Context: an optimization exercise on an open-source flow, tuned for small area. The choices shown serve that exercise and are no tape-out recipe.
At most, simulation tests tie the RTL to the original design; equivalence was not proved.
For runs 4 and 5, only the layout was checked, not whether the RTL still works.
No driver is modelled on the clock port, so clocking that relies on it looks cheaper here than on a real chip.
No activity file was given, so power comes from the tool's default toggle rates.

`design/flow/flow/clocktree.tcl`:
```
# Manual two-level clock tree: the register clock pins are split into
# CLOCK_LEAVES groups around median positions; each group gets one leaf
# buffer at its centroid, and a root buffer next to the leaves' centroid
# drives the leaves, so the clock port feeds a single cell.
set leaf_cell  $::env(CLOCK_LEAF_CELL)
set root_cell  $::env(CLOCK_ROOT_CELL)
set block [ord::get_db_block]
set dbu [$block getDbUnitsPerMicron]
set net [[$block findBTerm clk] getNet]
set clk_net_name [$net getName]
set sinks {}
foreach it [$net getITerms] {
  if {[$it isInputSignal] || [$it getIoType] == "INPUT"} {
    set inst [$it getInst]
    set bb [$inst getBBox]
    set x [expr {([$bb xMin] + [$bb xMax]) / 2.0 / $dbu}]
    set y [expr {([$bb yMin] + [$bb yMax]) / 2.0 / $dbu}]
    lappend sinks [list $x $y "[$inst getName]/[[$it getMTerm] getName]"]
  }
}
proc median {vals} {
  set s [lsort -real $vals]
  return [lindex $s [expr {[llength $s] / 2}]]
}
proc split_by {items idx} {
  set m [median [lmap s $items {lindex $s $idx}]]
  set lo {}; set hi {}
  foreach s [lsort -real -index $idx $items] {
    if {[llength $lo] < [llength $items] / 2} { lappend lo $s } else { lappend hi $s }
  }
  return [list $lo $hi]
}
# recursive median splits, alternating x and y, into CLOCK_LEAVES groups
set groups [list $sinks]
set axis 0
while {[llength $groups] < $::env(CLOCK_LEAVES)} {
  set next {}
  foreach g $groups { lappend next {*}[split_by $g $axis] }
  set groups $next
  set axis [expr {1 - $axis}]
}
set i 0
set leaf_pins {}
set cxs {}; set cys {}
foreach g $groups {
  set sx 0.0; set sy 0.0
  foreach s $g { set sx [expr {$sx + [lindex $s 0]}]; set sy [expr {$sy + [lindex $s 1]}] }
  set cx [expr {$sx / [llength $g]}]; set cy [expr {$sy / [llength $g]}]
  lappend cxs $cx; lappend cys $cy
  set pins [lmap s $g {get_pins [lindex $s 2]}]
  puts "clock leaf $i: [llength $g] sinks at ($cx, $cy)"
  insert_buffer -buffer_cell $leaf_cell -net $clk_net_name -load_pins $pins \
    -location [list $cx $cy] -buffer_name clkleaf_$i -net_name clknet_leaf_$i
  incr i
}
# the clock net now feeds only the leaf buffers
foreach it [$net getITerms] {
  lappend leaf_pins [get_pins "[[$it getInst] getName]/[[$it getMTerm] getName]"]
}
set rx [expr {([tcl::mathfunc::min {*}$cxs] + [tcl::mathfunc::max {*}$cxs]) / 2.0}]
set ry [expr {([tcl::mathfunc::min {*}$cys] + [tcl::mathfunc::max {*}$cys]) / 2.0}]
insert_buffer -buffer_cell $root_cell -net $clk_net_name -load_pins $leaf_pins \
  -location [list $rx $ry] -buffer_name clkroot -net_name clknet_root
```
`design/flow/standard.sh`:
```
#!/bin/bash
# synth_recipe.tcl (not shown) runs the flow's synth.tcl, then flattens the netlist and writes it again
# the make line also repeats each setting of config.mk as NAME=value (left out here)
make -C /OpenROAD-flow-scripts/flow DESIGN_CONFIG=/design/flow/config.mk WORK_HOME=/design/flow/orfs CLKGATE_MAP_FILE= SYNTH_SCRIPT=/design/flow/synth_recipe.tcl "${@:-finish}"
```
`design/flow/config.mk`:
```
export PLATFORM = sky130hd
export DESIGN_NAME = segcodec
export DESIGN_NICKNAME = segcodec
export VERILOG_FILES = /design/flow/design.v
export SDC_FILE = /design/flow/constraint.sdc
export NUM_CORES = 4
export LEC_CHECK = 0
export ABC_AREA = 1
export CAP_MARGIN = 20
export CORE_MARGIN = 2
export CORE_UTILIZATION = 40
export GPL_TIMING_DRIVEN = 0
export SLEW_MARGIN = 20
```
`design/flow/design.v`:
```
module segcodec (
    input             clk,
    input             rst,
    input             h_req,
    input             h_we,
    input      [1:0]  h_size,     
    input      [12:0] h_addr,
    input      [31:0] h_wdata,
    output            h_done,
    output reg        h_err,
    output reg [31:0] h_rdata,
    output reg        mem_en,
    output reg        mem_we,
    output reg [3:0]  mem_be,
    output reg [8:0]  mem_addr,
    output reg [31:0] mem_wdata,
    input      [31:0] mem_rdata
);
    localparam [2:0] S_IDLE = 3'd0, S_PRIME = 3'd1, S_SUM = 3'd2, S_FIN = 3'd3, S_DONE = 3'd4;
    reg [2:0]  state;
    reg [2:0]  tx_flags;    
    reg [10:0] tx_len;
    reg [5:0]  tx_seq;
    reg [5:0]  tx_ackn;
    reg [3:0]  lastop;      
    reg [2:0]  cause;
    reg        rxv;         
    reg [31:0] rxr;         
    reg [15:0] csum_r;      
    reg [15:0] rx_size;
    reg [15:0] cs_len;
    reg [13:0] p;           
    reg        cy;          
    wire st_idle  = (state == S_IDLE);
    wire st_prime = (state == S_PRIME);
    wire st_sum   = (state == S_SUM);
    wire st_fin   = (state == S_FIN);
    assign h_done = (state == S_DONE);
    wire [31:0] tx_hdr = {2'b01, tx_flags, tx_len, 2'b00, tx_seq, 2'b00, tx_ackn};
    wire        err    = |cause;
    wire        valid  = (lastop == 4'd2) && (cause == 3'd0);
    wire [31:0] status = {20'd0, lastop, 1'b0, cause, 2'b00, valid, err};
    wire [31:0] rx_hdr = rxv ? {1'b0, 1'b1, rxr[13:0], rxr[31:16]} : 32'd0;
    wire [10:0] plen   = (rx_hdr[26:16] > 11'd1440) ? 11'd1440 : rx_hdr[26:16];
    wire is_reg   = (h_addr[12:5] == 8'd0) && (h_size == 2'd2) && (h_addr[1:0] == 2'b00);
    wire is_frame = h_addr[12] && (h_addr[11:0] < 12'h5A6) && (h_size == 2'd0);
    always @(*) h_err = !(is_reg || is_frame);
    wire       ph31   = &p[4:0];
    wire       act    = st_idle && h_req && ph31;
    wire       reg_wr = act && is_reg && h_we;
    wire       cmd_wr = reg_wr && (h_addr[4:2] == 3'd0);
    wire [3:0] opw    = h_wdata[3:0];
    wire enc_bad = tx_len > 11'd1440;
    wire dec_bad = rx_size != 16'd1446;
    wire cs_bad  = cs_len > 16'd1446;
    wire enc_go  = (opw == 4'd1) && !enc_bad;
    wire go      = cmd_wr && (enc_go || ((opw == 4'd2) && !dec_bad) ||
                              ((opw == 4'd3) && !cs_bad));
    reg [2:0] cause0;
    always @(*) begin
        case (opw)
            4'd1:    cause0 = enc_bad ? 3'd4 : 3'd0;
            4'd2:    cause0 = dec_bad ? 3'd1 : 3'd0;
            4'd3:    cause0 = cs_bad  ? 3'd4 : 3'd0;
            default: cause0 = 3'd5;
        endcase
    end
    wire is_enc = (lastop[1:0] == 2'd1);
    wire is_dec = (lastop[1:0] == 2'd2);
    wire is_cs  = (lastop[1:0] == 2'd3);
    wire [4:0]  plo  = p[4:0] + 5'd1;
    wire [9:0]  phi  = {1'b0, p[13:5]} + {9'd0, st_sum & ph31};
    wire [13:0] pinc = {phi[8:0], plo};
    wire        pend = phi[9];
    wire [4:0]  c    = p[4:0];
    wire [1:0]  k    = {c[4], ~c[3]};           
    wire [10:0] idx  = {p[13:5], k};            
    wire        inv  = &p[13:4];                
    wire [1:0]  ksel = st_sum ? k : h_addr[1:0];
    reg  [7:0]  rbyte;
    always @(*) begin
        case (ksel)
            2'd0: rbyte = mem_rdata[31:24];
            2'd1: rbyte = mem_rdata[23:16];
            2'd2: rbyte = mem_rdata[15:8];
            default: rbyte = mem_rdata[7:0];
        endcase
    end
    wire rbit = rbyte[c[2:0]];
    wire [10:0] nsel     = is_enc ? (tx_len + 11'd6) : is_cs ? cs_len[10:0] : 11'd1446;
    wire        lt       = idx < nsel;
    wire        f45      = (idx[10:1] == 10'd2);
    wire        keep     = lt && !(is_enc && f45);
    wire        in_frame = idx < 11'd1446;
    wire        wz       = st_sum && is_enc && !keep && in_frame && (c[2:0] != 3'd7);
    wire        qok      = pinc[13:5] < 9'd362;
    wire cap = st_sum && is_dec && (p[13:5] == 9'd0);
    wire opb = rbit & keep & st_sum;
    wire s   = csum_r[0] ^ opb ^ cy;
    wire co  = (csum_r[0] & opb) | (csum_r[0] & cy) | (opb & cy);
    always @(*) begin
        mem_en    = (act && (is_frame || (cmd_wr && enc_go))) || st_prime ||
                    (st_sum && qok) || (st_fin && is_enc);
        mem_we    = (st_idle && h_we) || wz || st_fin;
        mem_addr  = pinc[13:5] | (st_idle ? h_addr[10:2] : 9'd0) | {8'd0, st_fin};
        mem_be    = (4'b1000 >> ksel) | {4{st_idle && !h_addr[12]}} | {1'b0, st_fin, 2'b00};
        mem_wdata = st_idle ? (h_addr[12] ? {4{h_wdata[7:0]}} : tx_hdr)
                            : {csum_r & {16{st_fin}}, 16'd0};
    end
    always @(*) begin
        if (h_addr[12]) h_rdata = {24'd0, rbyte};
        else case (h_addr[4:2])
            3'd0: h_rdata = 32'd0;
            3'd1: h_rdata = status;
            3'd2: h_rdata = tx_hdr;
            3'd3: h_rdata = rx_hdr;
            3'd4: h_rdata = {16'd0, csum_r};
            3'd5: h_rdata = {16'd0, rx_size};
            3'd6: h_rdata = {16'd0, cs_len};
            default: h_rdata = {21'd0, plen};
        endcase
    end
    always @(posedge clk) begin
        csum_r <= (rst || st_prime) ? 16'd0 : {s ^ inv, csum_r[15:1]};
        rxr    <= {cap ? rbit : rxr[0], rxr[31:1]};
    end
    always @(posedge clk) begin
        if (rst) begin
            state    <= S_IDLE;
            tx_flags <= 3'd0;
            tx_len   <= 11'd0;
            tx_seq   <= 6'd0;
            tx_ackn  <= 6'd0;
            lastop   <= 4'd0;
            cause    <= 3'd0;
            rxv      <= 1'b0;
            rx_size  <= 16'd0;
            cs_len   <= 16'd0;
            p        <= 14'd0;
            cy       <= 1'b0;
        end else begin
            p  <= pinc[13:0];
            cy <= st_sum & co;
            case (state)
                S_IDLE: if (act) begin
                    state <= go ? S_PRIME : S_DONE;
                    if (reg_wr) begin
                        case (h_addr[4:2])
                            3'd0: if (opw != 4'd0) begin
                                lastop <= opw;
                                cause  <= cause0;
                                if (opw == 4'd2) rxv <= 1'b0;
                            end
                            3'd2: begin
                                tx_flags <= h_wdata[29:27];
                                tx_len   <= h_wdata[26:16];
                                tx_seq   <= h_wdata[13:8];
                                tx_ackn  <= h_wdata[5:0];
                            end
                            3'd5: rx_size <= h_wdata[15:0];
                            3'd6: cs_len  <= h_wdata[15:0];
                            default: ;
                        endcase
                    end
                end
                S_PRIME: if (ph31) state <= S_SUM;
                S_SUM: begin
                    if (is_dec && inv && !s) cause <= 3'd2;
                    if (pend) state <= S_FIN;
                end
                S_FIN: begin
                    if (is_dec && (cause == 3'd0)) begin
                        if (rxr[15:14] != 2'b01) cause <= 3'd3;
                        else                     rxv   <= 1'b1;
                    end
                    state <= S_DONE;
                end
                default: state <= S_IDLE;
            endcase
        end
    end
endmodule
```
`design/flow/flow/restructure.tcl`:
```
# Area recovery: re-map the combinational logic with ABC, targeting area.
report_design_area
# a copy of the library without the don't-use cells (run.sh writes it)
set lib $::env(RESTRUCTURE_DIR)/abc.lib
restructure -target area -liberty_file $lib \
  -tielo_port sky130_fd_sc_hd__conb_1/LO -tiehi_port sky130_fd_sc_hd__conb_1/HI \
  -work_dir $::env(RESTRUCTURE_DIR) -abc_logfile $::env(RESTRUCTURE_DIR)/abc.log
report_design_area
```
`design/flow/flow/run.sh`:
```
#!/bin/bash
# Standard ORFS layout (the standard.sh) with three changes:
#  - minimum-size port buffers (buf_1) instead of the resizer's pick,
#  - a small balanced clock tree built by hand before CTS (flow/clocktree.tcl):
#    one root buffer and eight leaf buffers (TritonCTS then skips the net),
#  - an area-targeted ABC restructuring of the combinational logic after
#    floorplan (registers are left as synthesised).
set -euo pipefail
here=$(pwd)
export BUFFER_PORTS_ARGS="-buffer_cell sky130_fd_sc_hd__buf_1"
export CTS_ARGS="-sink_clustering_enable -repair_clock_nets -dont_use_dummy_load -buf_list {sky130_fd_sc_hd__clkbuf_4 sky130_fd_sc_hd__clkbuf_8}"
export PRE_CTS_TCL="$here/flow/clocktree.tcl"
export CLOCK_LEAVES=8
export CLOCK_LEAF_CELL=sky130_fd_sc_hd__clkbuf_8
export CLOCK_ROOT_CELL=sky130_fd_sc_hd__clkbuf_8
export POST_FLOORPLAN_TCL="$here/flow/restructure.tcl"
export RESTRUCTURE_DIR="$here/restructure"
mkdir -p "$RESTRUCTURE_DIR"
python3 flow/filter_lib.py "$FLOW_HOME/platforms/sky130hd/lib/sky130_fd_sc_hd__tt_025C_1v80.lib" "$RESTRUCTURE_DIR/abc.lib" > filter_lib.log 2>&1
bash standard.sh > standard.log 2>&1
```
`design/flow/flow/filter_lib.py`:
```
"""Copy a Liberty file without the cells the platform marks don't-use
(sky130hd: *probe*, *lpflow*), for ABC restructuring to map onto."""
import re
import sys

src, dst = sys.argv[1], sys.argv[2]
text = open(src).read()
out = []
pos = 0
for m in re.finditer(r'\n\s*cell\s*\(\s*"?([A-Za-z0-9_]+)"?\s*\)\s*\{', text):
    if m.start() < pos:
        continue
    name = m.group(1)
    if "lpflow" not in name and "probe" not in name:
        continue
    # find the matching closing brace
    depth = 0
    i = m.end() - 1
    while True:
        c = text[i]
        if c == "{":
            depth += 1
        elif c == "}":
            depth -= 1
            if depth == 0:
                break
        i += 1
    out.append(text[pos:m.start()])
    pos = i + 1
out.append(text[pos:])
open(dst, "w").write("".join(out))
```
`design/flow/constraint.sdc`:
```
create_clock -name core_clock -period 6.0 [get_ports {clk}]
set_input_delay 1.2000 -clock core_clock [delete_from_list [all_inputs] [get_ports {clk}]]
set_output_delay 1.2000 -clock core_clock [all_outputs]
set_load 0.01 [all_outputs]
```
==> out/qor.yml, run 1 <==
setup_path:
  critPathMaxFanout: 31
  cp_slowest_cell: "nor4_1"
  crit_type: "primary input to output pin"
  cpPeakStageDelay_ns: 0.90
  critPathRequiredTime_ns: 4.80
  cp-end-kind: "output pin"
  crit_top_cell: "nand2_1"
  crit_family: "simple AND/OR/NAND/NOR gates"
  path_buf_inv: 3
  cp_cell_sequence: "buf_2 > buf_16 > or4_1 > nor3_1 > nand4_1 > nor4_1 > nand2_1 > nand2_1 > a31oi_1 > o21ai_0 > buf_1"
  arrival_ns: 4.53
  critical_path.startpoint_type: "primary input"
global_route:
  grt_pass1_wl_um: 38800
  grt_max_degree: 55
  grt_pass1_vias: 6501
  overflow: 0
  grt_use_total: 0.248
  antenna_found_initial: 0
clock_tree:
  holdBufCountCts: 0
  path_clk_slew_ns: 0.10
  clk_latency_ns: 0.41
sta:
  setup-violations-final: 0
  max-slew-margin-rel: 0.317
  tightest_slew_ns: 1.02
  tns_ns: 0
  drv_slew: 0
  min_period_ns: 5.73
  rsz0062_at_grt: "no"
  fmax_mhz: 174
  finalHoldViolations: 0
  period_share: 0.956
  finalClockSkew_ns: 0.0119
flow_run:
  cap_violations: 0
layout:
  final_cell_mix: "buf_1, dfxtp_1, clkinv_1"
  fin_cells: 1191
  drive_above_1_share: 0.0334
  final_common_cell: "buf_1"
  diodes: 0
  areaGrowthSynthToFinish_pct: -0.582
  fin_nets: 1042
pwr:
  power.leakage_nw: 2.24
  powerDensity_nw_per_um2: 232
  totalPowerFinal_w: 0.00174
  max-vdd-ir-drop_v: 0.000136
yosys:
  synth_nets: 1158
  ys.warnings.count: 1
  synth_seq_area_share: 0.351
  ys_ff_latch: 132
  synth_area_um2: 7530
  netlist.area_leader.share: 0.351
  yosys.area.top_type: "dfxtp_1"
  ys_types: 51
  syn-instance-count: 1058
  synthTopCellsByArea: "dfxtp_1, inv_1, nor2_1, a211oi_2, o21ai_0"
  async_reset_ff_frac: 0
  synth_edf_count: 0
  synthFlopType: "dfxtp_1"
  synth.avg_cell_area_um2: 7.12
place:
  io_buffers: 160
  placed_cells: 1182
  place_congestion: 0.955
  dpl.hpwl_um: 19600
detailed_routing:
  dr.pass1.iters: 7
  routed_wl_um: 26000
  vias: 7135
  wl_per_cell_um: 21.8
  drt_iter0_markers: 644
  drc: 0
  ant_nets: 0
  vias_per_cell: 5.99
floorplan:
  core_area_um2: 18600
  dieHeight_um: 141
  initial_core_util: 0.405
  die_w_um: 141
  pin_count: 164
  dieArea_um2: 19900
  num_rows: 50
worst_hold_path:
  hold_class: "register to register"
status:
  outcome: "no timing/DRC/antenna violations"
==> power breakdown <==
part	internal [W]	switching [W]	leakage (nW)
clock	0.000137	0.000280	0.0647
sequential	0.000887	0.0000189	1.06
combinational	0.000130	0.000286	1.11
==> Yosys cell counts (6+ instances only) <==
library cell	number
a22oi_1	13
nor2_1	144
a31oi_1	9
o21ai_0	101
nor3_1	22
a211oi_2	41
nand4_1	12
inv_2	12
inv_1	158
buf_4	7
nand2_2	6
ha_1	16
a21oi_1	55
clkbuf_1	24
o211ai_1	6
nand3_1	75
nor4_1	10
nand2_1	126
a221oi_1	10
buf_2	6
o22ai_1	17
dfxtp_1	132
==> cell families after synthesis <==
kind of cell               count (synthesis)  share of synthesized area
and+or+nand+nor                          413                      0.250
AOI/OAI and AO/OA                        273                      0.246
buffers and inverters                    217                      0.118
DFF                                      132                      0.351
adders and majority gates                 17                     0.0292
xor gates and xnor gates                   5                    0.00581
other                                      1                   0.000498
==> cell type report, without the clock buffers <==
class                           count  area [um^2]
Buffer                              2         7.51
Inverter                          112          422
Tap cell                          234          293
Timing Repair Buffer              166          672
Fill cell                        1978        11100
Sequential cell                   132         2640
Multi-Input combinational cell    536         3330
==> final timing paths <==
| kind | to | cells past startpoint | startpoint | slack, ns |
|---|---|---|---|---|
| max reg2reg | cause[2] | 24 | tx_len[2] | 0.58 |
| min | rxr[17] | 0 | rxr[18] | 0.36 |
| min reg2reg | rxr[17] | 0 | rxr[18] | 0.36 |
| max | mem_en | 11 | h_addr[12] | 0.27 |
==> worst register-to-register path, stage by stage (launching register included) <==
cell and delay [ns]:
dfxtp_1 0.64, o21ai_0 0.19, nor2_1 0.26, clkinv_1 0.13, nor3_1 0.38, clkinv_1 0.16, nor3_1 0.28, nand2_1 0.13
o221ai_1 0.15, o21ai_0 0.25, a22oi_1 0.30, o221a_1 0.23, o2111ai_1 0.10, o21ai_0 0.35, nor3_1 0.10, and2_0 0.18
or2_0 0.24, nor2_1 0.09, a21oi_1 0.06, nor2_1 0.15, a21oi_1 0.09, nor4_1 0.48, clkinv_1 0.15, a21oi_1 0.17
nor2_1 0.05
==> routing by layer <==
metal,part of all wire,vias to the layer above,track usage
li1,-,3329,-
met1,0.44,3347,0.354
met2,0.43,407,0.386
met3,0.10,52,0.0462
met4,0.033,0,0.0642
met5,0,-,0
==> registers in the layout, indices dropped and copies added, names as in the netlist, 3 cells and up <==
register,cells
cs_len,16
rxr,32
rx_size,16
tx_len,11
cause,3
p,14
lastop,4
csum_r,16
tx_ackn,6
state,3
tx_seq,6
tx_flags,3
==> per-stage QoR <==
| step | hold slack [ns] | setup WS (ns) | utilization | cell area, um^2 |
|---|---|---|---|---|
| detailed placement | 0.340 | 0.149 | 0.396 | 7350 |
| finish | 0.359 | 0.266 | 0.403 | 7490 |
| global route | 0.357 | 0.0724 | 0.403 | 7490 |
| CTS | 0.339 | 0.140 | 0.402 | 7470 |
| floorplan | 0.331 | 2.36 | - | 7530 |
| global placement | 0.334 | -2.29 | 0.389 | 7240 |
==> repair_timing <==
| item | in CTS | in global routing |
|---|---|---|
| setup endpoints to repair | 0 | 6 |
| resized for setup | 0 | 3 |
| buffers inserted | 0 | 0 |
==> run 2: changes to the inputs <==
--- a/design/flow/config.mk
+++ b/design/flow/config.mk
@@ -8,6 +8,6 @@
 export ABC_AREA = 1
 export CAP_MARGIN = 20
 export CORE_MARGIN = 2
-export CORE_UTILIZATION = 40
+export CORE_UTILIZATION = 55
 export GPL_TIMING_DRIVEN = 0
 export SLEW_MARGIN = 20
==> out/qor.yml, run 2 <==
floorplan:
  dieArea_um2: 14600
  num_rows: 42
  die_w_um: 121
  pin_count: 164
  dieHeight_um: 121
  core_area_um2: 13300
  initial_core_util: 0.566
global_route:
  antenna_found_initial: 0
  grt_use_total: 0.342
  grt_max_degree: 55
  grt_pass1_wl_um: 38700
  overflow: 0
  grt_pass1_vias: 6695
place:
  place_congestion: 0.988
  dpl.hpwl_um: 19600
  placed_cells: 1124
  io_buffers: 160
layout:
  drive_above_1_share: 0.0345
  final_common_cell: "buf_1"
  top_register: "rxr"
  fin_cells: 1133
  fin_nets: 1042
  largest_reg_flops: 32
  final_cell_mix: "buf_1, dfxtp_1, clkinv_1"
  diodes: 0
  areaGrowthSynthToFinish_pct: -1.41
worst_hold_path:
  hold_class: "register to register"
yosys:
  synth_nets: 1158
  ys_types: 51
  syn-instance-count: 1058
  netlist.area_leader.share: 0.351
  synth_area_um2: 7530
  synth_seq_area_share: 0.351
  synth_top_cells_by_count: "inv_1, nor2_1, dfxtp_1"
  synth_edf_count: 0
  yosys.area.top_type: "dfxtp_1"
  ys_ff_latch: 132
  ys.warnings.count: 1
  synthTopCellsByArea: "dfxtp_1, inv_1, nor2_1, a211oi_2, o21ai_0"
  synthFlopType: "dfxtp_1"
  synth.most_common_cell: "inv_1"
  synth.avg_cell_area_um2: 7.12
  async_reset_ff_frac: 0
setup_path:
  cp-end-kind: "output pin"
  rrSetupSlack_ns: 0.45
  arrival_ns: 4.45
  critPathRequiredTime_ns: 4.80
  critPathMaxFanout: 41
  crit_type: "primary input to output pin"
  critical_path.startpoint_type: "primary input"
flow_run:
  cap_violations: 0
clock_tree:
  cts_setup_buffers: 0
  path_clk_slew_ns: 0.11
  clk_latency_ns: 0.41
status:
  outcome: "no timing/DRC/antenna violations"
detailed_routing:
  wl_per_cell_um: 22.8
  ant_nets: 0
  drc: 0
  drt_iter0_markers: 835
  vias_per_cell: 6.43
  vias: 7284
  dr.pass1.iters: 5
  routed_wl_um: 25900
sta:
  finalClockSkew_ns: 0.0177
  setup-violations-final: 0
  tightest_slew_ns: 1.01
  rsz0062_at_grt: "no"
  fmax_mhz: 177
  min_period_ns: 5.65
  max-slew-margin-rel: 0.319
  drv_slew: 0
  period_share: 0.941
  finalHoldViolations: 0
pwr:
  totalPowerFinal_w: 0.00173
  power.leakage_nw: 2.25
  max-vdd-ir-drop_v: 0.000178
  powerDensity_nw_per_um2: 232
[run 2: critical path, cell delays in order]
cell     delay [ns]
buf_2          0.23
buf_12         0.23
or4_1          0.41
nor3_1         0.28
nand4_1        0.41
nor4_1         0.91
nand2_1        0.23
nand2_1        0.13
a31oi_1        0.10
o21ai_0        0.12
buf_1          0.18
[run 2: final timing paths]
path              startpoint       end  cells after the start
setup / recovery  h_addr[12]    mem_en                     11
hold reg to reg      rxr[27]   rxr[26]                      0
hold / removal       rxr[27]   rxr[26]                      0
setup reg to reg   tx_len[1]  cause[2]                     24
[run 2: kinds of logic after synthesis]
group                    count (synthesis)  share of synthesized area
other                                    1                   0.000498
AO/OA/AOI/OAI                          273                      0.246
buffers and inverters                  217                      0.118
XOR/XNOR                                 5                    0.00581
flip-flops                             132                      0.351
adder cells (fa/ha/maj)                 17                     0.0292
AND/OR/NAND/NOR                        413                      0.250
[run 2: what timing repair did]
action,CTS,global route
endpoints found under the setup margin,1,6
resized for setup,1,4
hold buffers,0,0
[run 2: layout make-up, without the clock buffers]
cell class / instances / area [um^2]
inverters: 112 / 422
well taps: 176 / 220
multi-input cells: 536 / 3340
flip-flops and latches: 132 / 2640
plain buffers: 2 / 7.51
repair buffers: 166 / 672
fillers: 1352 / 5870
[run 2: routing by layer]
layer | vias up | GRT usage | wire length, um
li1 | 3323 | - | -
met2 | 468 | 0.544 | 11300
met4 | 0 | 0.118 | 1000
met5 | - | 0 | 0
met1 | 3441 | 0.463 | 10700
met3 | 52 | 0.0663 | 2820
[run 2: stage by stage]
stage / util / hold WS [ns] / worst slack [ns] / TNS, ns / instance area (um^2)
final: 0.558 / 0.351 / 0.353 / 0 / 7420
after global routing: 0.558 / 0.370 / 0.0965 / 0 / 7420
after CTS: 0.557 / 0.342 / 0.141 / 0 / 7400
after detailed placement: 0.547 / 0.342 / -0.0618 / -0.0618 / 7270
after global placement: 0.539 / 0.337 / -2.23 / -76.05 / 7160
after floorplan: - / 0.331 / 2.36 / 0 / 7530
[run 2: power by group]
| part | switching (W) | internal, W | leakage, nW |
|---|---|---|---|
| Combinational | 0.000281 | 0.000130 | 1.12 |
| Sequential | 0.0000165 | 0.000887 | 1.06 |
| Clock | 0.000274 | 0.000136 | 0.0647 |
| Total | 0.000571 | 0.00115 | 2.25 |
==> run 3: changes to the inputs <==
--- a/design/flow/config.mk
+++ b/design/flow/config.mk
@@ -8,6 +8,6 @@
 export ABC_AREA = 1
 export CAP_MARGIN = 20
 export CORE_MARGIN = 2
-export CORE_UTILIZATION = 55
+export CORE_UTILIZATION = 70
 export GPL_TIMING_DRIVEN = 0
 export SLEW_MARGIN = 20
==> out/qor.yml, run 3 <==
pwr:
  totalPowerFinal_w: 0.00172
  power_frac_seq: 0.527
  p_int_w: 0.00115
  powerDensity_nw_per_um2: 234
  max-vdd-ir-drop_v: 0.000193
  power.leakage_nw: 2.24
  switching_share: 0.331
  p_sw_w: 0.000569
  combPwrFrac: 0.241
  clock_power_share: 0.231
detailed_routing:
  vias_per_cell: 6.86
  dr.pass1.iters: 7
  wl_per_cell_um: 22.6
  routed_wl_um: 24700
  ant_nets: 0
  drt_iter0_markers: 1045
  vias: 7496
  drc: 0
yosys:
  syn-instance-count: 1058
  ys_ff_latch: 132
  ys.warnings.count: 1
  synthFlopType: "dfxtp_1"
  synth_top_cells_by_count: "inv_1, nor2_1, dfxtp_1"
  synthTopCellsByArea: "dfxtp_1, inv_1, nor2_1, a211oi_2, o21ai_0"
  synth_area_um2: 7530
  async_reset_ff_frac: 0
  synth.most_common_cell: "inv_1"
  netlist.area_leader.share: 0.351
  synth_edf_count: 0
  synth.avg_cell_area_um2: 7.12
  yosys.area.top_type: "dfxtp_1"
  synth_seq_area_share: 0.351
  synth_nets: 1158
  ys_types: 51
place:
  place_area_um2: 7210
  dpl.hpwl_um: 18400
  io_buffers: 160
  place_congestion: 1.00
setup_path:
  cp-end-kind: "register"
  critPathCapture: "cause[2]"
  crit_start: "tx_len[1]"
  timing.rr.end: "cause[2]"
  arrival_ns: 5.93
  crit_type: "register to register"
  rrSetupSlack_ns: 0.33
  critPathRequiredTime_ns: 6.27
  critPathMaxFanout: 6
  rr_worst_depth: 24
  critical_path.startpoint_type: "register"
  timing.rr.start: "tx_len[1]"
clock_tree:
  cts_setup_buffers: 0
  clk_latency_ns: 0.39
  path_clk_slew_ns: 0.11
  holdBufCountCts: 0
layout:
  fin_nets: 1042
  final_common_cell: "buf_1"
  areaGrowthSynthToFinish_pct: -2.18
  diodes: 0
  top_register: "rxr"
  final_cell_mix: "buf_1, dfxtp_1, clkinv_1"
  largest_reg_flops: 32
  fin_area_um2: 7370
  drive_above_1_share: 0.0345
  fin_util: 0.710
global_route:
  overflow: 0
  grt_pass1_wl_um: 36700
  grt_max_degree: 55
  antenna_found_initial: 1
  grt_pass1_vias: 6812
  grt_use_total: 0.406
floorplan:
  dieArea_um2: 11600
  pin_count: 164
  die_w_um: 108
  initial_core_util: 0.726
  dieHeight_um: 108
  core_area_um2: 10400
  num_rows: 37
sta:
  drv_slew: 0
  rsz0062_at_grt: "no"
  min_period_ns: 5.67
  fmax_mhz: 177
  tightest_slew_ns: 0.997
  max-slew-margin-rel: 0.332
  finalClockSkew_ns: 0.0147
  period_share: 0.944
  finalHoldViolations: 0
  setup-violations-final: 0
status:
  outcome: "no timing/DRC/antenna violations"
flow_run:
  cap_violations: 0
worst_hold_path:
  hold_class: "register to register"
## run 3: cell counts after synthesis
No cell type changed its count.
## run 3: layout make-up, without the clock buffers
| type | count | area, um^2 |
|---|---|---|
| multi-input combinational | 536 | 3330 |
| fill | 862 | 3000 |
| sequential | 132 | 2640 |
| timing repair buffer | 166 | 669 |
| inverter | 112 | 422 |
| tap | 136 | 170 |
| buffer | 2 | 7.51 |
## run 3: timing repair
item | in CTS | in global routing
resized for setup | 2 | 2
pin swaps | 0 | 0
setup endpoints to repair | 3 | 4
## run 3: worst max-delay path, stage by stage (launching register included)
cell and delay (ns):
dfxtp_1 0.55, o21ai_0 0.20, nor2_1 0.25, clkinv_1 0.15
nor3_2 0.39, clkinv_1 0.16, nor3_1 0.29, nand2_1 0.12
o221ai_1 0.17, o21ai_0 0.17, a22oi_1 0.29, o221a_1 0.24
o2111ai_1 0.12, o21ai_0 0.52, nor3_1 0.13, and2_0 0.21
or2_0 0.25, nor2_1 0.11, a21oi_1 0.10, nor2_1 0.17
a21oi_1 0.09, nor4_1 0.47, clkinv_1 0.15, a21oi_1 0.18
nor2_1 0.05
## run 3: power groups by stage
| stage | clock network (W) | registers [W] | logic [W] |
|---|---|---|---|
| floorplan | 0 | 0.000903 | 0.000138 |
| global placement | 0 | 0.000924 | 0.000386 |
| detailed placement | 0 | 0.000925 | 0.000397 |
| CTS | 0.000288 | 0.000926 | 0.000400 |
| global route | 0.000428 | 0.000908 | 0.000442 |
| finish | 0.000399 | 0.000908 | 0.000416 |
## run 3: cell families after synthesis
family	after synthesis	synth area share
and+or+nand+nor	413	0.250
AOI/OAI and AO/OA	273	0.246
buffers and inverters	217	0.118
DFF	132	0.351
adders and majority gates	17	0.0292
xor gates and xnor gates	5	0.00581
other	1	0.000498
## run 3: worst min-delay path by stage
| stage | from | to | slack (ns) | depth (start not counted) |
|---|---|---|---|---|
| finish | rxr[19] | rxr[18] | 0.35 | 0 |
| global route | rxr[19] | rxr[18] | 0.35 | 0 |
| CTS | rxr[19] | rxr[18] | 0.33 | 0 |
| detailed placement | rxr[19] | rxr[18] | 0.34 | 0 |
| global placement | rxr[19] | rxr[18] | 0.33 | 0 |
| floorplan | rxr[15] | rxr[14] | 0.33 | 0 |
## run 3: metrics by stage
step           cells  worst slack [ns]  hold WS [ns]  setup TNS (ns)
2_1_floorplan   1058              2.36         0.331               0
5_1_grt         1093            0.0193         0.355               0
6_report        1093             0.335         0.349               0
3_3_place_gp    1078             -2.04         0.332          -60.82
3_5_place_dp    1084            -0.207         0.337          -0.288
4_1_cts         1093             0.373         0.334               0
## run 3: per-layer routing
metal / vias up / GRT usage / wire length, um
met1: 3472 / 0.543 / 9390
met3: 66 / 0.103 / 3640
met4: 2 / 0.119 / 686
met5: - / 0.0333 / 46
met2: 628 / 0.645 / 10900
li1: 3328 / - / -
==> run 4: changes to the inputs <==
--- a/design/flow/design.v
+++ b/design/flow/design.v
@@ -27,8 +27,7 @@
     reg        rxv;         
     reg [31:0] rxr;         
     reg [15:0] csum_r;      
-    reg [15:0] rx_size;
-    reg [15:0] cs_len;
+    reg [15:0] ra, rb;      
     reg [13:0] p;           
     reg        cy;          
     wire st_idle  = (state == S_IDLE);
@@ -46,7 +45,10 @@
     wire is_frame = h_addr[12] && (h_addr[11:0] < 12'h5A6) && (h_size == 2'd0);
     always @(*) h_err = !(is_reg || is_frame);
     wire       ph31   = &p[4:0];
-    wire       act    = st_idle && h_req && ph31;
+    wire       a_rs   = (h_addr[4:2] == 3'd5);           
+    wire       act    = st_idle && h_req && (&p[4:1]) && (p[0] != a_rs);
+    wire [15:0] rx_size = ra;
+    wire [15:0] cs_len  = rb;
     wire       reg_wr = act && is_reg && h_we;
     wire       cmd_wr = reg_wr && (h_addr[4:2] == 3'd0);
     wire [3:0] opw    = h_wdata[3:0];
@@ -87,8 +89,11 @@
         endcase
     end
     wire rbit = rbyte[c[2:0]];
-    wire [10:0] nsel     = is_enc ? (tx_len + 11'd6) : is_cs ? cs_len[10:0] : 11'd1446;
-    wire        lt       = idx < nsel;
+    wire [10:0] nsel     = is_enc ? (tx_len + 11'd6) : is_cs ? ra[10:0] : 11'd1446;
+    wire        lt_now   = idx < nsel;
+    reg         lt_q;
+    always @(posedge clk) lt_q <= lt_now;
+    wire        lt       = p[0] ? lt_q : lt_now;
     wire        f45      = (idx[10:1] == 10'd2);
     wire        keep     = lt && !(is_enc && f45);
     wire        in_frame = idx < 11'd1446;
@@ -115,14 +120,17 @@
             3'd2: h_rdata = tx_hdr;
             3'd3: h_rdata = rx_hdr;
             3'd4: h_rdata = {16'd0, csum_r};
-            3'd5: h_rdata = {16'd0, rx_size};
-            3'd6: h_rdata = {16'd0, cs_len};
+            3'd5: h_rdata = {16'd0, ra};    
+            3'd6: h_rdata = {16'd0, ra};    
             default: h_rdata = {21'd0, plen};
         endcase
     end
     always @(posedge clk) begin
         csum_r <= (rst || st_prime) ? 16'd0 : {s ^ inv, csum_r[15:1]};
         rxr    <= {cap ? rbit : rxr[0], rxr[31:1]};
+        ra     <= rst ? 16'd0 : (reg_wr && ((h_addr[4:2] == 3'd5) || (h_addr[4:2] == 3'd6)))
+                                ? h_wdata[15:0] : rb;
+        rb     <= rst ? 16'd0 : ra;
     end
     always @(posedge clk) begin
         if (rst) begin
@@ -134,8 +142,6 @@
             lastop   <= 4'd0;
             cause    <= 3'd0;
             rxv      <= 1'b0;
-            rx_size  <= 16'd0;
-            cs_len   <= 16'd0;
             p        <= 14'd0;
             cy       <= 1'b0;
         end else begin
@@ -157,8 +163,6 @@
                                 tx_seq   <= h_wdata[13:8];
                                 tx_ackn  <= h_wdata[5:0];
                             end
-                            3'd5: rx_size <= h_wdata[15:0];
-                            3'd6: cs_len  <= h_wdata[15:0];
                             default: ;
                         endcase
                     end
--- a/design/flow/config.mk
+++ b/design/flow/config.mk
@@ -8,6 +8,6 @@
 export ABC_AREA = 1
 export CAP_MARGIN = 20
 export CORE_MARGIN = 2
-export CORE_UTILIZATION = 70
+export CORE_UTILIZATION = 40
 export GPL_TIMING_DRIVEN = 0
 export SLEW_MARGIN = 20
==> out/qor.yml, run 4 <==
status:
  outcome: "no timing/DRC/antenna violations"
detailed_routing:
  vias: 6805
  drt_iter0_markers: 661
  ant_nets: 0
  drc: 0
  routed_wl_um: 24300
  dr.pass1.iters: 5
  wl_per_cell_um: 20.5
  vias_per_cell: 5.76
setup_path:
  arrival_ns: 4.71
  cp_cell_sequence: "buf_1 > clkinv_1 > o221ai_1 > clkinv_1 > a222oi_1 > a21boi_0 > o221ai_1 > buf_1"
  crit_type: "primary input to output pin"
  critPathRequiredTime_ns: 4.80
  timing.rr.end: "cause[0]"
  critPathMaxFanout: 13
  cp-end-kind: "output pin"
  rr_worst_depth: 20
  cp_slowest_cell: "clkinv_1"
  timing.rr.start: "state[1]"
  rrSetupSlack_ns: 0.58
  cpPeakStageDelay_ns: 0.77
  critical_path.startpoint_type: "primary input"
yosys:
  yosys.area_share.adder: 0.0308
  synth_seq_area_share: 0.373
  synth.avg_cell_area_um2: 6.71
  synth_nets: 1165
  synth_area_um2: 7150
  ys.warnings.count: 1
  synth_top_family_by_area: "simple AND/OR/NAND/NOR gates"
  synth_top_cells_by_count: "nand2_1, inv_1, dfxtp_1"
  synthTopCellsByArea: "dfxtp_1, nand2_1, inv_1, o21ai_0, nor2_1"
  ys_ff_latch: 133
  syn-instance-count: 1065
  synth.most_common_cell: "nand2_1"
  synthFlopType: "dfxtp_1"
  yosys.area.top_type: "dfxtp_1"
  ys_types: 43
  synthSimpleGateAreaFrac: 0.287
  synth_edf_count: 0
  netlist.area_leader.share: 0.373
  synthXorXnorAreaFrac: 0.00735
  synth_compound_area_frac: 0.189
  async_reset_ff_frac: 0
  synthMuxAreaShare: 0
global_route:
  grtUsageMet2: 0.397
  grt_use_met3: 0.0408
  grt_util_met1: 0.344
  overflow: 0
  antenna_found_initial: 0
  grt_pass1_wl_um: 35900
  grt_use_total: 0.248
  busiest_layer: "met2"
  grt_pass1_vias: 6218
  grt_max_degree: 47
floorplan:
  core_area_um2: 17400
  initial_core_util: 0.412
  dieHeight_um: 138
  pin_count: 164
  num_rows: 48
  dieArea_um2: 19000
  die_w_um: 138
flow_run:
  cap_violations: 0
worst_hold_path:
  hp-start: "rxr[27]"
  hold_class: "register to register"
  hold_path_depth: 0
  min_to: "rxr[26]"
pwr:
  totalPowerFinal_w: 0.00149
  max-vdd-ir-drop_v: 0.000100
  powerDensity_nw_per_um2: 203
  power.leakage_nw: 2.25
layout:
  fin_area_um2: 7310
  final_common_cell: "buf_1"
  multi_input_area_um2: 3110
  areaGrowthSynthToFinish_pct: 2.31
  top_register: "rxr"
  final_cell_mix: "buf_1, dfxtp_1, clkinv_1"
  ff_latch_area_um2: 2660
  drive_above_1_share: 0.0334
  largest_reg_flops: 32
  fillerInstances: 1850
  fin_nets: 1042
  diodes: 0
place:
  io_buffers: 160
  place_area_um2: 7140
  place_congestion: 0.924
  pre_cts_ws_ns: -0.437
  dpl.hpwl_um: 18600
clock_tree:
  path_clk_slew_ns: 0.11
  cts_setup_buffers: 0
  holdBufCountCts: 0
  clk_latency_ns: 0.42
sta:
  finalClockSkew_ns: 0.0230
  period_share: 0.985
  finalHoldViolations: 0
  timing.final.ws_setup_ns: 0.0929
  setup-violations-final: 0
  fmax_mhz: 169
  drv_slew: 0
  min_period_ns: 5.91
  tightest_slew_ns: 1.14
  rsz0062_at_grt: "no"
  max-slew-margin-rel: 0.239
run 4: area by class of cell, without the clock buffers:
class	instances	share of cell area
well taps	225	0.0385
flip-flops and latches	133	0.364
plain buffers	2	0.00103
inverters	125	0.0649
repair buffers	165	0.0897
multi-input cells	523	0.425
run 4: how the worst max path moves through the flow:
| stage | start | slack, ns | end |
|---|---|---|---|
| finish | h_addr[3] | 0.09 | h_rdata[6] |
| global route | tx_len[1] | 0.02 | mem_we |
| CTS | h_addr[3] | 0.31 | h_rdata[4] |
| detailed placement | state[1] | -0.44 | cause[0] |
| global placement | h_addr[3] | -1.45 | tx_len[7] |
| floorplan | tx_len[1] | 2.06 | mem_we |
run 4: routing by layer:
layer | wire length [um] | share of wire
met5 | 0 | 0
met4 | 766 | 0.032
met3 | 2200 | 0.091
met2 | 10700 | 0.44
met1 | 10600 | 0.44
run 4: kinds of logic after synthesis:
| group | Yosys count |
|---|---|
| adder cells (fa/ha/maj) | 17 |
| buffers and inverters | 203 |
| AND/OR/NAND/NOR | 470 |
| flip-flops | 133 |
| AO/OA/AOI/OAI | 235 |
| other | 1 |
| XOR/XNOR | 6 |
run 4: stage by stage:
| stage | setup TNS [ns] | hold slack (ns) | std cells | util |
|---|---|---|---|---|
| finish | 0 | 0.347 | 1182 | 0.421 |
| global placement | -42.57 | 0.327 | 1168 | 0.406 |
| floorplan | 0 | 0.326 | 1065 | - |
| global route | 0 | 0.341 | 1182 | 0.421 |
| detailed placement | -1.24 | 0.333 | 1173 | 0.411 |
| CTS | 0 | 0.333 | 1182 | 0.419 |
run 4: power by group:
group,total (W),internal (W),switching [W]
sequential,0.000890,0.000885,0.00000442
clock,0.000414,0.000136,0.000278
combinational,0.000184,0.0000572,0.000127
total,0.00149,0.00108,0.000409
run 4: worst max-delay path, delay by kind of cell:
family	cells	cell delay (ns)
AOI/OAI and AO/OA	4	1.95
buffers and inverters	4	1.54
run 4: what timing repair did:
action	4_1_cts	5_1_grt
pin swaps	0	0
gates resized for setup	2	7
endpoints found under the setup margin	4	4
==> run 5: changes to the inputs <==
--- a/design/flow/flow/run.sh
+++ b/design/flow/flow/run.sh
@@ -2,7 +2,7 @@
 # Standard ORFS layout (the standard.sh) with three changes:
 #  - minimum-size port buffers (buf_1) instead of the resizer's pick,
 #  - a small balanced clock tree built by hand before CTS (flow/clocktree.tcl):
-#    one root buffer and eight leaf buffers (TritonCTS then skips the net),
+#    one root buffer and ten leaf buffers (TritonCTS then skips the net),
 #  - an area-targeted ABC restructuring of the combinational logic after
 #    floorplan (registers are left as synthesised).
 set -euo pipefail
@@ -10,7 +10,7 @@
 export BUFFER_PORTS_ARGS="-buffer_cell sky130_fd_sc_hd__buf_1"
 export CTS_ARGS="-sink_clustering_enable -repair_clock_nets -dont_use_dummy_load -buf_list {sky130_fd_sc_hd__clkbuf_4 sky130_fd_sc_hd__clkbuf_8}"
 export PRE_CTS_TCL="$here/flow/clocktree.tcl"
-export CLOCK_LEAVES=8
+export CLOCK_LEAVES=10
 export CLOCK_LEAF_CELL=sky130_fd_sc_hd__clkbuf_8
 export CLOCK_ROOT_CELL=sky130_fd_sc_hd__clkbuf_8
 export POST_FLOORPLAN_TCL="$here/flow/restructure.tcl"
--- a/design/flow/flow/clocktree.tcl
+++ b/design/flow/flow/clocktree.tcl
@@ -1,5 +1,5 @@
 # Manual two-level clock tree: the register clock pins are split into
-# CLOCK_LEAVES groups around median positions; each group gets one leaf
+# CLOCK_LEAVES groups of nearby pins; each group gets one leaf
 # buffer at its centroid, and a root buffer next to the leaves' centroid
 # drives the leaves, so the clock port feeds a single cell.
 set leaf_cell  $::env(CLOCK_LEAF_CELL)
@@ -18,27 +18,23 @@
     lappend sinks [list $x $y "[$inst getName]/[[$it getMTerm] getName]"]
   }
 }
-proc median {vals} {
-  set s [lsort -real $vals]
-  return [lindex $s [expr {[llength $s] / 2}]]
+# Split items into k groups by recursive bisection along the longer side of
+# each group's bounding box, group sizes in proportion to the leaf counts.
+proc bisect {items k} {
+  if {$k <= 1 || [llength $items] <= 1} { return [list $items] }
+  set xs [lmap s $items {lindex $s 0}]
+  set ys [lmap s $items {lindex $s 1}]
+  set w [expr {[tcl::mathfunc::max {*}$xs] - [tcl::mathfunc::min {*}$xs]}]
+  set h [expr {[tcl::mathfunc::max {*}$ys] - [tcl::mathfunc::min {*}$ys]}]
+  set axis [expr {$w >= $h ? 0 : 1}]
+  set k1 [expr {$k / 2}]
+  set k2 [expr {$k - $k1}]
+  set n1 [expr {int(round(double([llength $items]) * $k1 / $k))}]
+  set sorted [lsort -real -index $axis $items]
+  return [concat [bisect [lrange $sorted 0 [expr {$n1 - 1}]] $k1] \
+                 [bisect [lrange $sorted $n1 end] $k2]]
 }
-proc split_by {items idx} {
-  set m [median [lmap s $items {lindex $s $idx}]]
-  set lo {}; set hi {}
-  foreach s [lsort -real -index $idx $items] {
-    if {[llength $lo] < [llength $items] / 2} { lappend lo $s } else { lappend hi $s }
-  }
-  return [list $lo $hi]
-}
-# recursive median splits, alternating x and y, into CLOCK_LEAVES groups
-set groups [list $sinks]
-set axis 0
-while {[llength $groups] < $::env(CLOCK_LEAVES)} {
-  set next {}
-  foreach g $groups { lappend next {*}[split_by $g $axis] }
-  set groups $next
-  set axis [expr {1 - $axis}]
-}
+set groups [bisect $sinks $::env(CLOCK_LEAVES)]
 set i 0
 set leaf_pins {}
 set cxs {}; set cys {}
--- a/design/flow/config.mk
+++ b/design/flow/config.mk
@@ -8,6 +8,6 @@
 export ABC_AREA = 1
 export CAP_MARGIN = 20
 export CORE_MARGIN = 2
-export CORE_UTILIZATION = 40
+export CORE_UTILIZATION = 60
 export GPL_TIMING_DRIVEN = 0
 export SLEW_MARGIN = 20
==> out/qor.yml, run 5 <==
layout:
  ff_latch_area_um2: 2660
  final_common_cell: "buf_1"
  final_cell_mix: "buf_1, dfxtp_1, clkinv_1"
  largest_reg_flops: 32
  fillerInstances: 1067
  top_register: "rxr"
  fin_nets: 1047
  areaGrowthSynthToFinish_pct: 1.87
  multi_input_area_um2: 3110
  drive_above_1_share: 0.0374
  fin_cells: 1106
setup_path:
  crit_start: "h_addr[2]"
  critical_path.startpoint_type: "primary input"
  timing.rr.start: "state[1]"
  arrival_ns: 4.38
  timing.rr.end: "cause[0]"
  rr_worst_depth: 20
  rrSetupSlack_ns: 0.45
  crit_type: "primary input to output pin"
  cp-end-kind: "output pin"
  critPathMaxFanout: 25
  critPathRequiredTime_ns: 4.80
global_route:
  antenna_found_initial: 0
  grt_util_met1: 0.504
  busiest_layer: "met2"
  grt_use_total: 0.351
  grt_max_degree: 35
  grtUsageMet2: 0.550
  grt_pass1_wl_um: 35500
  grt_use_met3: 0.0686
  overflow: 0
  grt_pass1_vias: 6456
yosys:
  synth.avg_cell_area_um2: 6.71
  synthSimpleGateAreaFrac: 0.287
  synthFlopType: "dfxtp_1"
  ys.warnings.count: 1
  synth_nets: 1165
  yosys.area_share.adder: 0.0308
  synth_seq_area_share: 0.373
  synth.most_common_cell: "nand2_1"
  synthMuxAreaShare: 0
  syn-instance-count: 1065
  synth_compound_area_frac: 0.189
  synth_edf_count: 0
  ys_types: 43
  synth_area_um2: 7150
  synth_top_cells_by_count: "nand2_1, inv_1, dfxtp_1"
  yosys.area.top_type: "dfxtp_1"
  synth_top_family_by_area: "simple AND/OR/NAND/NOR gates"
  netlist.area_leader.share: 0.373
  async_reset_ff_frac: 0
  ys_ff_latch: 133
  synthTopCellsByArea: "dfxtp_1, nand2_1, inv_1, o21ai_0, nor2_1"
  synthXorXnorAreaFrac: 0.00735
floorplan:
  num_rows: 39
  initial_core_util: 0.621
  dieArea_um2: 12800
  pin_count: 164
  dieHeight_um: 113
  die_w_um: 113
  core_area_um2: 11500
sta:
  finalClockSkew_ns: 0.0106
  timing.final.ws_setup_ns: 0.417
  max-slew-margin-rel: 0.314
  min_period_ns: 5.58
  finalHoldViolations: 0
  fmax_mhz: 179
  period_share: 0.931
  tightest_slew_ns: 1.02
  setup-violations-final: 0
  drv_slew: 0
place:
  place_congestion: 0.954
  dpl.hpwl_um: 17700
  pre_cts_ws_ns: -0.371
  placed_cells: 1093
  io_buffers: 160
pwr:
  max-vdd-ir-drop_v: 0.000204
  power.leakage_nw: 2.28
  powerDensity_nw_per_um2: 209
  totalPowerFinal_w: 0.00152
detailed_routing:
  ant_nets: 0
  routed_wl_um: 23400
  vias: 7216
  wl_per_cell_um: 21.1
  vias_per_cell: 6.52
  dr.pass1.iters: 24
  drt_iter0_markers: 1120
  drc: 0
clock_tree:
  clk_latency_ns: 0.42
  path_clk_slew_ns: 0.08
worst_hold_path:
  min_to: "rxr[12]"
  hold_path_depth: 0
  hold_class: "register to register"
  hp-start: "rxr[13]"
status:
  outcome: "no timing/DRC/antenna violations"
flow_run:
  cap_violations: 0
[run 5: cell counts after synthesis]
Identical to the previous run, type by type.
[run 5: cell type report, without the clock buffers]
cell class	count	share of cell area
well taps	143	0.0246
inverters	125	0.0650
plain buffers	2	0.00103
diodes	1	0.000344
repair buffers	168	0.0957
multi-input cells	523	0.427
flip-flops and latches	133	0.366
[run 5: kinds of logic (layout without fill, tap and decap cells)]
family,count (synthesis),after routing
and+or+nand+nor,470,219
xor gates and xnor gates,6,0
DFF,133,133
adders and majority gates,17,0
other,1,3
buffers and inverters,203,306
AOI/OAI and AO/OA,235,302
[run 5: how the worst max path moves through the flow]
| stage | slack, ns | depth (start not counted) | to |
|---|---|---|---|
| 5_1_grt | -0.002 | 20 | cause[0] |
| 6_report | 0.42 | 10 | h_rdata[5] |
| 3_5_place_dp | -0.37 | 20 | cause[0] |
| 2_1_floorplan | 2.06 | 19 | mem_we |
| 3_3_place_gp | -1.53 | 7 | tx_ackn[2] |
| 4_1_cts | 0.13 | 8 | h_rdata[6] |
[run 5: repair_timing]
item                       CTS  global route
gates resized for setup      2             8
setup endpoints to repair    3             5
pin swaps                    0             0
hold buffers                 0             0
buffers inserted             0             0
cloned                       0             0
[run 5: per-layer routing]
metal	routed length, um	vias up
li1	-	3276
met3	3030	52
met2	10100	498
met4	591	0
met5	0	-
met1	9650	3390
[run 5: through the flow]
stage	setup TNS (ns)	area (um^2)	utilization	hold WS [ns]
6_report	0	7280	0.632	0.354
4_1_cts	0	7220	0.627	0.338
2_1_floorplan	0	7150	-	0.326
3_5_place_dp	-0.881	7060	0.613	0.338
3_3_place_gp	-47.83	6940	0.602	0.333
5_1_grt	-0.00200	7280	0.632	0.360
[run 5: power breakdown]
part	internal, W	leakage, nW	switching [W]
combinational	0.0000583	1.13	0.000128
clock	0.000164	0.0791	0.000283
sequential	0.000885	1.07	0.00000463
total	0.00111	2.28	0.000415
[run 5: critical path, stage by stage]
cell	delay (ns)
buf_1	0.29
clkinv_1	0.31
nor3_1	0.87
nand2_1	0.25
clkinv_1	0.56
a222oi_1	0.16
nand3_1	0.18
o32a_1	0.17
a2bb2oi_1	0.21
buf_1	0.18
==> run 6: changes to the inputs <==
--- a/design/flow/design.v
+++ b/design/flow/design.v
@@ -16,7 +16,8 @@
     output reg [31:0] mem_wdata,
     input      [31:0] mem_rdata
 );
-    localparam [2:0] S_IDLE = 3'd0, S_PRIME = 3'd1, S_SUM = 3'd2, S_FIN = 3'd3, S_DONE = 3'd4;
+    localparam [2:0] S_IDLE = 3'd0, S_PRIME = 3'd1, S_SUM = 3'd2, S_FIN = 3'd3, S_DONE = 3'd4,
+                     S_RST = 3'd5;
     reg [2:0]  state;
     reg [2:0]  tx_flags;    
     reg [10:0] tx_len;
@@ -32,6 +33,7 @@
     reg        cy;          
     wire st_idle  = (state == S_IDLE);
     wire st_prime = (state == S_PRIME);
+    wire st_rst   = (state == S_RST);
     wire st_sum   = (state == S_SUM);
     wire st_fin   = (state == S_FIN);
     assign h_done = (state == S_DONE);
@@ -126,15 +128,15 @@
         endcase
     end
     always @(posedge clk) begin
-        csum_r <= (rst || st_prime) ? 16'd0 : {s ^ inv, csum_r[15:1]};
+        csum_r <= {(st_rst || st_prime) ? 1'b0 : s ^ inv, csum_r[15:1]};
         rxr    <= {cap ? rbit : rxr[0], rxr[31:1]};
-        ra     <= rst ? 16'd0 : (reg_wr && ((h_addr[4:2] == 3'd5) || (h_addr[4:2] == 3'd6)))
+        ra     <= st_rst ? 16'd0 : (reg_wr && ((h_addr[4:2] == 3'd5) || (h_addr[4:2] == 3'd6)))
                                 ? h_wdata[15:0] : rb;
-        rb     <= rst ? 16'd0 : ra;
+        rb     <= ra;
     end
     always @(posedge clk) begin
         if (rst) begin
-            state    <= S_IDLE;
+            state    <= S_RST;
             tx_flags <= 3'd0;
             tx_len   <= 11'd0;
             tx_seq   <= 6'd0;
@@ -179,6 +181,7 @@
                     end
                     state <= S_DONE;
                 end
+                S_RST: if (&p[3:0]) state <= S_IDLE;
                 default: state <= S_IDLE;
             endcase
         end
--- a/design/flow/config.mk
+++ b/design/flow/config.mk
@@ -6,8 +6,8 @@
 export NUM_CORES = 4
 export LEC_CHECK = 0
 export ABC_AREA = 1
-export CAP_MARGIN = 20
+export CAP_MARGIN = 0
 export CORE_MARGIN = 2
-export CORE_UTILIZATION = 60
+export CORE_UTILIZATION = 45
 export GPL_TIMING_DRIVEN = 0
-export SLEW_MARGIN = 20
+export SLEW_MARGIN = 0
==> out/qor.yml, run 6 <==
sta:
  rsz0062_at_grt: "no"
  timing.final.ws_setup_ns: 0.395
  tightest_slew_ns: 1.31
  min_period_ns: 5.60
  max-slew-margin-rel: 0.119
  fmax_mhz: 178
  tns_ns: 0
  finalClockSkew_ns: 0.0149
  period_share: 0.934
  setup-violations-final: 0
  drv_slew: 0
  finalHoldViolations: 0
  holdWs_ns: 0.350
detailed_routing:
  dr.pass1.iters: 7
  ant_nets: 0
  routed_wl_um: 23000
  drt_iter0_markers: 745
  drc: 0
  vias_per_cell: 5.81
  vias: 6534
  wl_per_cell_um: 20.4
yosys:
  yosys.area.top_type: "dfxtp_1"
  yosys.area_share.adder: 0.0313
  ys_types: 44
  synth.most_common_cell: "nand2_1"
  synthMuxAreaShare: 0
  ys_ff_latch: 133
  synth_top_cells_by_count: "nand2_1, inv_1, dfxtp_1"
  synth_top_family_by_area: "simple AND/OR/NAND/NOR gates"
  synth_nets: 1130
  synth_area_um2: 7040
  synthSimpleGateAreaFrac: 0.260
  synthFlopType: "dfxtp_1"
  synth_compound_area_frac: 0.200
  synthTopCellsByArea: "dfxtp_1, nand2_1, inv_1, nand3_1, a21oi_1"
  synth_seq_area_share: 0.378
  netlist.area_leader.share: 0.378
  ys.warnings.count: 1
  async_reset_ff_frac: 0
  syn-instance-count: 1030
  synthXorXnorAreaFrac: 0.00871
  synth.avg_cell_area_um2: 6.83
  synth_edf_count: 0
setup_path:
  critPathRequiredTime_ns: 4.80
  critical_path.startpoint_type: "register"
  cp-end-kind: "output pin"
  rr_worst_depth: 8
  rrSetupSlack_ns: 0.71
  arrival_ns: 4.40
  critPathMaxFanout: 15
  crit_type: "register to output pin"
floorplan:
  pin_count: 164
  core_area_um2: 15300
  dieHeight_um: 129
  num_rows: 45
  dieArea_um2: 16700
  initial_core_util: 0.461
  die_w_um: 129
clock_tree:
  path_clk_slew_ns: 0.09
  holdBufCountCts: 0
  cts_setup_buffers: 0
  clk_latency_ns: 0.42
worst_hold_path:
  hold_path_depth: 0
  hold_class: "register to register"
global_route:
  grt_pass1_wl_um: 34900
  antenna_found_initial: 0
  grt_max_degree: 47
  overflow: 0
  grt_use_total: 0.268
  grt_pass1_vias: 6022
place:
  pre_cts_ws_ns: -0.156
  place_congestion: 0.927
  placed_cells: 1114
  io_buffers: 160
  dpl.hpwl_um: 17400
layout:
  fillerInstances: 1619
  fin_nets: 999
  drive_above_1_share: 0.0317
  diodes: 0
  fin_cells: 1125
  final_cell_mix: "buf_1, dfxtp_1, clkinv_1"
  largest_reg_flops: 32
  final_common_cell: "buf_1"
  areaGrowthSynthToFinish_pct: 1.72
  top_register: "rxr"
  multi_input_area_um2: 2940
  ff_latch_area_um2: 2670
pwr:
  power.leakage_nw: 2.20
  powerDensity_nw_per_um2: 202
  max-vdd-ir-drop_v: 0.000101
status:
  outcome: "no timing/DRC/antenna violations"
flow_run:
  cap_violations: 0
[run 6: cell count changes after synthesis, sizes merged, moves of 3 or more]
cell     previous run  this run
a21oi              75        93
clkbuf             27        19
inv               153       168
nand2             191       195
nand3              88        99
nand4              18        10
nor2              125        78
nor3               34        17
nor4                4         9
o2111ai             2         5
o211ai              7        10
o221ai             14        11
o22ai              16        12
or2                 4         1
[run 6: worst paths after layout]
path	from	to
min reg2reg	rxr[26]	rxr[25]
min	rxr[26]	rxr[25]
max reg2reg	state[2]	tx_len[4]
max	state[2]	mem_en
[run 6: cell families (layout without fill, tap and decap cells)]
| group | after synthesis | after routing |
|---|---|---|
| other | 1 | 2 |
| adders and majority gates | 17 | 0 |
| buffers and inverters | 212 | 300 |
| DFF | 133 | 133 |
| and+or+nand+nor | 412 | 175 |
| xor gates and xnor gates | 7 | 0 |
| AOI/OAI and AO/OA | 248 | 304 |
[run 6: timing repair]
action,CTS,global route
gates resized for setup,2,11
setup endpoints to repair,3,17
cloned,0,0
[run 6: metal layers]
metal / global-route usage / part of all wire
met3: 0.0442 / 0.093
met1: 0.397 / 0.45
met5: 0 / 0
met2: 0.414 / 0.43
met4: 0.0518 / 0.022
[run 6: area by class of cell, without the clock buffers]
cell class / count / area share
tap: 211 / 0.0369
buffer: 2 / 0.00105
multi-input combinational: 481 / 0.410
timing repair buffer: 164 / 0.0932
sequential: 133 / 0.372
inverter: 123 / 0.0650
[run 6: through the flow]
stage | cell area, um^2 | util | power [W]
final | 7160 | 0.469 | 0.00145
after detailed placement | 6950 | 0.455 | 0.00102
after floorplan | 7040 | - | 0.000976
after global routing | 7160 | 0.469 | 0.00150
after CTS | 7110 | 0.466 | 0.00134
after global placement | 6870 | 0.450 | 0.00102
[run 6: where the power goes]
part	internal (W)	switching [W]	leakage [nW]
Combinational	0.0000385	0.0000762	1.05
Sequential	0.000883	0.00000301	1.07
Clock	0.000164	0.000280	0.0791
Total	0.00109	0.000359	2.20
[run 6: worst max-delay path, cell delays in order (launching register included)]
cell       delay, ns
dfxtp_1         0.46
nor3_2          0.72
clkinv_1        0.67
a2111oi_1       0.73
nand3_1         0.26
nor4_2          0.58
nand2_1         0.13
nand2_1         0.11
a222oi_1        0.09
clkinv_1        0.08
buf_1           0.17
==> run 7: changes to the inputs <==
--- a/design/flow/config.mk
+++ b/design/flow/config.mk
@@ -6,8 +6,8 @@
 export NUM_CORES = 4
 export LEC_CHECK = 0
 export ABC_AREA = 1
-export CAP_MARGIN = 0
+export CAP_MARGIN = 20
 export CORE_MARGIN = 2
 export CORE_UTILIZATION = 45
 export GPL_TIMING_DRIVEN = 0
-export SLEW_MARGIN = 0
+export SLEW_MARGIN = 20
==> out/qor.yml, run 7 <==
setup_path:
  critPathMaxFanout: 15
  crit_type: "register to output pin"
  rr_worst_depth: 23
  arrival_ns: 4.54
  critPathRequiredTime_ns: 4.80
  critPathCapture: "mem_en"
  cp-end-kind: "output pin"
  critical_path.startpoint_type: "register"
  timing.rr.start: "state[1]"
  crit_start: "state[2]"
  rrSetupSlack_ns: 0.78
  timing.rr.end: "cause[2]"
detailed_routing:
  vias: 6585
  dr.pass1.iters: 6
  vias_per_cell: 5.85
  ant_nets: 0
  drc: 0
  drt_iter0_markers: 641
  routed_wl_um: 23000
  wl_per_cell_um: 20.5
pwr:
  switching_share: 0.251
  combPwrFrac: 0.078
  max-vdd-ir-drop_v: 0.000110
  powerDensity_nw_per_um2: 203
  power.leakage_nw: 2.19
  p_int_w: 0.00109
  clock_power_share: 0.310
  p_sw_w: 0.000364
  power_frac_seq: 0.611
global_route:
  grt_use_total: 0.267
  overflow: 0
  grt_max_degree: 47
  antenna_found_initial: 0
  grt_pass1_wl_um: 34500
  grt_pass1_vias: 5940
layout:
  fillerInstances: 1610
  fin_util: 0.467
  final_common_cell: "buf_1"
  diodes: 0
  largest_reg_flops: 32
  areaGrowthSynthToFinish_pct: 1.28
  fin_nets: 999
  drive_above_1_share: 0.0339
  final_cell_mix: "buf_1, dfxtp_1, clkinv_1"
  top_register: "rxr"
yosys:
  netlist.area_leader.share: 0.378
  synth_top_cells_by_count: "nand2_1, inv_1, dfxtp_1"
  synth.avg_cell_area_um2: 6.83
  synth_area_um2: 7040
  ys_types: 44
  yosys.area.top_type: "dfxtp_1"
  synth_nets: 1130
  ys_ff_latch: 133
  synth_seq_area_share: 0.378
  synthFlopType: "dfxtp_1"
  synthTopCellsByArea: "dfxtp_1, nand2_1, inv_1, nand3_1, a21oi_1"
  ys.warnings.count: 1
  synth.most_common_cell: "nand2_1"
  syn-instance-count: 1030
  synth_edf_count: 0
  async_reset_ff_frac: 0
worst_hold_path:
  hold_class: "register to register"
place:
  dpl.hpwl_um: 17400
  io_buffers: 160
  place_congestion: 0.927
sta:
  finalHoldViolations: 0
  finalClockSkew_ns: 0.0172
  fmax_mhz: 174
  min_period_ns: 5.74
  rsz0062_at_grt: "no"
  period_share: 0.956
  setup-violations-final: 0
  holdWs_ns: 0.351
  drv_slew: 0
  tightest_slew_ns: 1.13
  max-slew-margin-rel: 0.239
floorplan:
  num_rows: 45
  dieArea_um2: 16700
  die_w_um: 129
  pin_count: 164
  initial_core_util: 0.461
  dieHeight_um: 129
  core_area_um2: 15300
clock_tree:
  holdBufCountCts: 0
  path_clk_slew_ns: 0.09
  clk_latency_ns: 0.43
  cts_setup_buffers: 0
  postCtsResizedCells: 1
status:
  outcome: "no timing/DRC/antenna violations"
flow_run:
  cap_violations: 0
==> run 7: cell counts after synthesis <==
Identical to the previous run, type by type.
==> run 7: layer usage <==
layer,share of wire,global-route usage,vias to the layer above,routed length [um]
li1,-,-,3143,-
met1,0.44,0.389,3037,10100
met2,0.43,0.411,366,9900
met3,0.10,0.0479,39,2340
met4,0.028,0.0659,0,653
met5,0,0,-,0
==> run 7: cells by family after synthesis <==
| family | after synthesis | synth area share |
|---|---|---|
| simple gates | 412 | 0.260 |
| compound gates | 248 | 0.200 |
| buf+inv | 212 | 0.122 |
| flops | 133 | 0.378 |
| fa+ha+maj | 17 | 0.0313 |
| xor+xnor | 7 | 0.00871 |
| other cells | 1 | 0.000533 |
==> run 7: area by class of cell, without the clock buffers <==
type                    count  area, um^2  area share
plain buffers               2        7.51     0.00105
multi-input cells         481        2940       0.413
repair buffers            164         634      0.0890
well taps                 211         264      0.0370
flip-flops and latches    133        2660       0.374
inverters                 123         463      0.0650
==> run 7: critical path: stages (launching register included) <==
cell	delay, ns
dfxtp_1	0.46
nor3_2	0.75
clkinv_1	0.73
a2111oi_1	0.73
nand3_1	0.28
nor4_2	0.56
nand2_1	0.15
nand2_1	0.11
a222oi_1	0.09
clkinv_1	0.07
buf_1	0.17
==> run 7: power groups by stage <==
| stage | registers (W) | clock network [W] | logic (W) |
|---|---|---|---|
| finish | 0.000886 | 0.000450 | 0.000113 |
| global route | 0.000887 | 0.000493 | 0.000125 |
| CTS | 0.000907 | 0.000323 | 0.000112 |
| detailed placement | 0.000907 | 0 | 0.000111 |
| global placement | 0.000907 | 0 | 0.000110 |
| floorplan | 0.000906 | 0 | 0.0000704 |
==> run 7: worst min path at each step <==
stage | from | endpoint | cells past startpoint
2_1_floorplan | csum_r[11] | csum_r[10] | 0
3_3_place_gp | rxr[24] | rxr[23] | 0
3_5_place_dp | rxr[28] | rxr[27] | 0
4_1_cts | rxr[28] | rxr[27] | 0
5_1_grt | rxr[30] | rxr[29] | 0
6_report | csum_r[11] | csum_r[10] | 0
==> run 7: stage by stage <==
step / std cells / worst slack, ns / instance area (um^2) / power (W) / setup TNS, ns
6_report: 1125 / 0.264 / 7130 / 0.00145 / 0
5_1_grt: 1125 / 0.0168 / 7130 / 0.00150 / 0
4_1_cts: 1125 / 0.218 / 7090 / 0.00134 / 0
3_5_place_dp: 1114 / -0.117 / 6940 / 0.00102 / -0.212
3_3_place_gp: 1110 / -1.68 / 6870 / 0.00102 / -48.80
2_1_floorplan: 1030 / 2.11 / 7040 / 0.000976 / 0

-- port drivers added, routing unchanged --
Ports are ideal in the flow. The routed layouts listed here were re-timed in OpenROAD.
Step 1, drivers: a clkbuf_16 drives clk and a buf_2 each remaining input, both assumed.
Step 2 times the ports against the registers' clock, not the clock port: input delays grow and output delays shrink by t, the midpoint of the rising clock arrivals with the driver on.
Three values: ideal, step 1, step 2; two values: the first two.
run	shift t [ns]	slack for setup (ns)	worst hold slack (ns)	clock arrival spread, ns
run 1	0.446	0.266 / 0.247 / 0.247	0.359 / 0.359 / 0.359	0.012 / 0.012
run 2	0.434	0.353 / 0.335 / 0.335	0.351 / 0.351 / 0.351	0.019 / 0.018
run 3	0.427	0.335 / 0.335 / 0.325	0.349 / 0.349 / 0.349	0.014 / 0.014
run 4	0.452	0.093 / 0.062 / 0.062	0.347 / 0.347 / 0.347	0.024 / 0.023
run 5	0.458	0.417 / 0.381 / 0.394	0.354 / 0.354 / 0.354	0.011 / 0.011
run 6	0.454	0.395 / 0.354 / 0.340	0.350 / 0.350 / 0.350	0.016 / 0.015
run 7	0.462	0.264 / 0.225 / 0.552	0.351 / 0.351 / 0.351	0.018 / 0.018
After both steps every run listed still meets setup and hold. The setup slack of run 6, which loses most, moves by -0.041 ns with the drivers and by -0.055 ns with both steps.
